Context: an optimization exercise on an open-source flow, tuned for small area, a short achievable clock period and few clock cycles. The choices shown serve that exercise and are no tape-out recipe.
Power figures rest on the tool's default switching activity, not on a simulated workload.

Setup of old:
## t43dr_codec
module t43dr_codec (
    input  wire        clk,
    input  wire        rst,
    input  wire        tx_start_valid,
    output wire        tx_start_ready,
    input  wire [7:0]  tx_cmd,
    input  wire [15:0] tx_len,
    input  wire        tx_data_valid,
    output wire        tx_data_ready,
    input  wire [7:0]  tx_data,
    output wire        txw_valid,
    input  wire        txw_ready,
    output wire [7:0]  txw_data,
    output wire        tx_size_err,
    input  wire        rx_clear,
    input  wire        rx_valid,
    output wire        rx_ready,
    input  wire [7:0]  rx_data,
    output wire        rxo_valid,
    input  wire        rxo_ready,
    output wire        rxo_last,
    output wire [7:0]  rxo_data,
    output wire [2:0]  rxo_status,
    output wire [7:0]  rxo_cmd,
    output wire [15:0] rxo_len
);
For scale: ~450 cells after synthesis, roughly 86 flip-flops, roughly 98 I/O pins, ~0.0047 mm² of cells after synthesis.
Settings: LEC_CHECK=0, CAP_MARGIN=20, CORE_MARGIN=2, CORE_UTILIZATION=40, SETUP_SLACK_MARGIN=2.0, SLEW_MARGIN=20; clock period 4.0 ns.
standard.sh (not shown) runs the stock make flow with config.mk's settings and CLKGATE_MAP_FILE= SYNTH_SCRIPT=/design/flow/synth_recipe.tcl, a recipe that flattens the netlist after the stock synthesis.
==> flow/flow/run.sh <==
#!/bin/bash
# Standard ORFS layout, with the port buffers made of a small, fast buffer
# instead of the default delay buffer.
set -euo pipefail
PORTBUF=${PORTBUF:-sky130_fd_sc_hd__buf_2}
bash standard.sh "BUFFER_PORTS_ARGS=-buffer_cell $PORTBUF" finish > standard.log 2>&1
Input-level comparison between new and old:
diff --git a/flow/design.v b/flow/design.v
--- a/flow/design.v
+++ b/flow/design.v
@@ -33,33 +33,31 @@
     function is_marker(input [7:0] b);
         is_marker = (b == START) || (b == END) || (b == ESC);
     endfunction
     assign wire_valid = wv;
     assign wire_data  = ef ? ESC : wd;
     wire can_load = wire_ready && !ef;
     reg hdr_rdy;
     reg dat_rdy;
     assign start_ready = wire_ready && hdr_rdy;
     assign data_ready  = wire_ready && dat_rdy;
     wire too_long = (|len[15:10]) || (len[9] && (|len[8:0]));
-    reg  hdr_seen;
-    reg  hdr_long;
     reg       load;
     reg       stuff;
     reg [7:0] val;
     always @(*) begin
         load  = 1'b0;
         stuff = 1'b1;
         val   = 8'h00;
         case (state)
-            S_IDLE: begin load = hdr_seen && !hdr_long && can_load; stuff = 1'b0; val = START; end
+            S_IDLE: begin load = start_valid && !too_long && can_load; stuff = 1'b0; val = START; end
             S_REJ:  ;
             S_CMD:  begin load = can_load; val = cmd; end
             S_LENH: begin load = can_load; val = {6'd0, cnt[9:8]}; end
             S_LENL: begin load = can_load; val = cnt[7:0]; end
             S_DATA: begin load = data_valid && can_load; val = data; end
             S_CHK:  begin load = can_load; val = sum; end
             S_END:  begin load = can_load; stuff = 1'b0; val = END; end
             default: ;
         endcase
     end
     always @(posedge clk) begin
@@ -74,44 +72,41 @@
         if (load) begin
             if (state == S_CMD)
                 cnt <= len[9:0];
             else if (state == S_DATA)
                 cnt <= cnt - 10'd1;
         end
     end
     reg [2:0] n_state;
     always @(*) begin
         n_state = state;
         case (state)
-            S_IDLE: if (hdr_seen) begin
-                        if (hdr_long) n_state = S_REJ;
+            S_IDLE: if (start_valid) begin
+                        if (too_long) n_state = S_REJ;
                         else if (can_load) n_state = S_CMD;
                     end
             S_REJ:  if (wire_ready) n_state = S_IDLE;
             S_CMD:  if (load) n_state = S_LENH;
             S_LENH: if (load) n_state = S_LENL;
             S_LENL: if (load) n_state = (cnt == 10'd0) ? S_CHK : S_DATA;
             S_DATA: if (load && cnt == 10'd1) n_state = S_CHK;
             S_CHK:  if (load) n_state = S_END;
             default: if (load) n_state = S_IDLE;
         endcase
     end
     wire n_ef = load ? (stuff && is_marker(val)) : (ef && !wire_ready);
     always @(posedge clk) begin
-        hdr_long <= too_long;
         if (rst) begin
-            hdr_rdy  <= 1'b0;
-            dat_rdy  <= 1'b0;
-            hdr_seen <= 1'b0;
+            hdr_rdy <= 1'b0;
+            dat_rdy <= 1'b0;
         end else begin
-            hdr_seen <= start_valid && !start_ready;
             hdr_rdy <= (n_state == S_CMD) || (n_state == S_REJ);
             dat_rdy <= (n_state == S_DATA) && !n_ef;
         end
     end
     always @(posedge clk) begin
         if (rst) begin
             state    <= S_IDLE;
             wv       <= 1'b0;
             ef       <= 1'b0;
             size_err <= 1'b0;
         end else begin
@@ -218,36 +213,36 @@
         end else if (is_end) begin
             n_state = WAIT_START;
             if (cur_state == WAIT_END) begin
                 ev        = 1'b1;
                 ev_status = (sum == 8'h00) ? ST_OK : ST_CHECKSUM;
             end else if (cur_state != WAIT_START) begin
                 ev = 1'b1;
             end
         end
     end
     always @(posedge clk) begin
-        if (state == READ_CMD)
-            cmd_r <= in_data;
-        if (state == READ_LENH) begin
-            P[9:8] <= in_data[1:0];
-            Q      <= {4'd0, in_data[7:2]};
-        end
-        if (state == READ_LENL)
-            P[7:0] <= in_data;
         if (in_fire && literal) begin
-            sum <= (cur_state == READ_CMD) ? in_data : sum ^ in_data;
-            if (cur_state == READ_LENL && !len_big)
-                Q <= {P[9:8], in_data};
-            if (cur_state == READ_DATA)
-                Q <= Q - 10'd1;
+            case (cur_state)
+                READ_CMD:  begin cmd_r <= in_data; sum <= in_data; end
+                READ_LENH: begin P[9:8] <= in_data[1:0]; Q[5:0] <= in_data[7:2]; sum <= sum ^ in_data; end
+                READ_LENL: begin
+                    P[7:0] <= in_data;
+                    sum    <= sum ^ in_data;
+                    if (!len_big)
+                        Q <= {P[9:8], in_data};
+                end
+                READ_DATA: begin sum <= sum ^ in_data; Q <= Q - 10'd1; end
+                READ_CHK:  sum <= sum ^ in_data;
+                default: ;
+            endcase
         end
         if (out_ready) begin
             out_last <= ev_last;
             ev_r     <= {in_data[7:3], ev_last ? ev_status : in_data[2:0]};
         end
     end
     always @(posedge clk) begin
         if (rst) begin
             state     <= WAIT_START;
             esc       <= 1'b0;
             out_valid <= 1'b0;
Notes after the runs:
Length of routed met3 wiring was higher in the run labelled new. Between old and new, the flow reports power decreasing by a few percent. Sequential share of layout area: new vs old down 0.71 points. Compared with old, new improves first-iteration DRC count. Looking at combined global-route utilization of all metal layers across old and new, the one that comes out higher is old. new vs old on synthesized cell count: new is the lower one. Total cell area at the placement stage, old and new: higher on new. Diff old -> new: portion of total power attributed to combinational logic dropped 5.9 points, final area went up, weighted congestion at the end of routability-driven global placement fell 4.4%.
No run of this note included a check of the RTL's function; only the layout flow was run.

[port drivers added, routing unchanged]
In the flow no input, the clock included, has a driving cell. The finished layouts below were timed again as built, in two steps. Step 1, drivers: a clkbuf_16 drives clk and a buf_2 each remaining input, both assumed. Step 2 adds t to the input delays and takes it off the output delays; t is the mean of the earliest and latest rising clock arrival at the registers after step 1. Input paths then give back, and output paths get back, about the clock's delay inside the block. Slacks: no drivers / after step 1 / after step 2; pairs: no drivers / after step 1.
run | t (ns) | slack for setup (ns) | slew at the worst register clock pin (ns)
old | 0.383 | 1.612 / 1.604 / 1.221 | 0.07 / 0.07
new | 0.365 | 1.790 / 1.797 / 1.431 | 0.06 / 0.06
After both steps setup and hold are still met in every run listed. For old, which loses most, drivers alone change the setup slack by -0.008 ns; drivers and shift together by -0.391 ns.
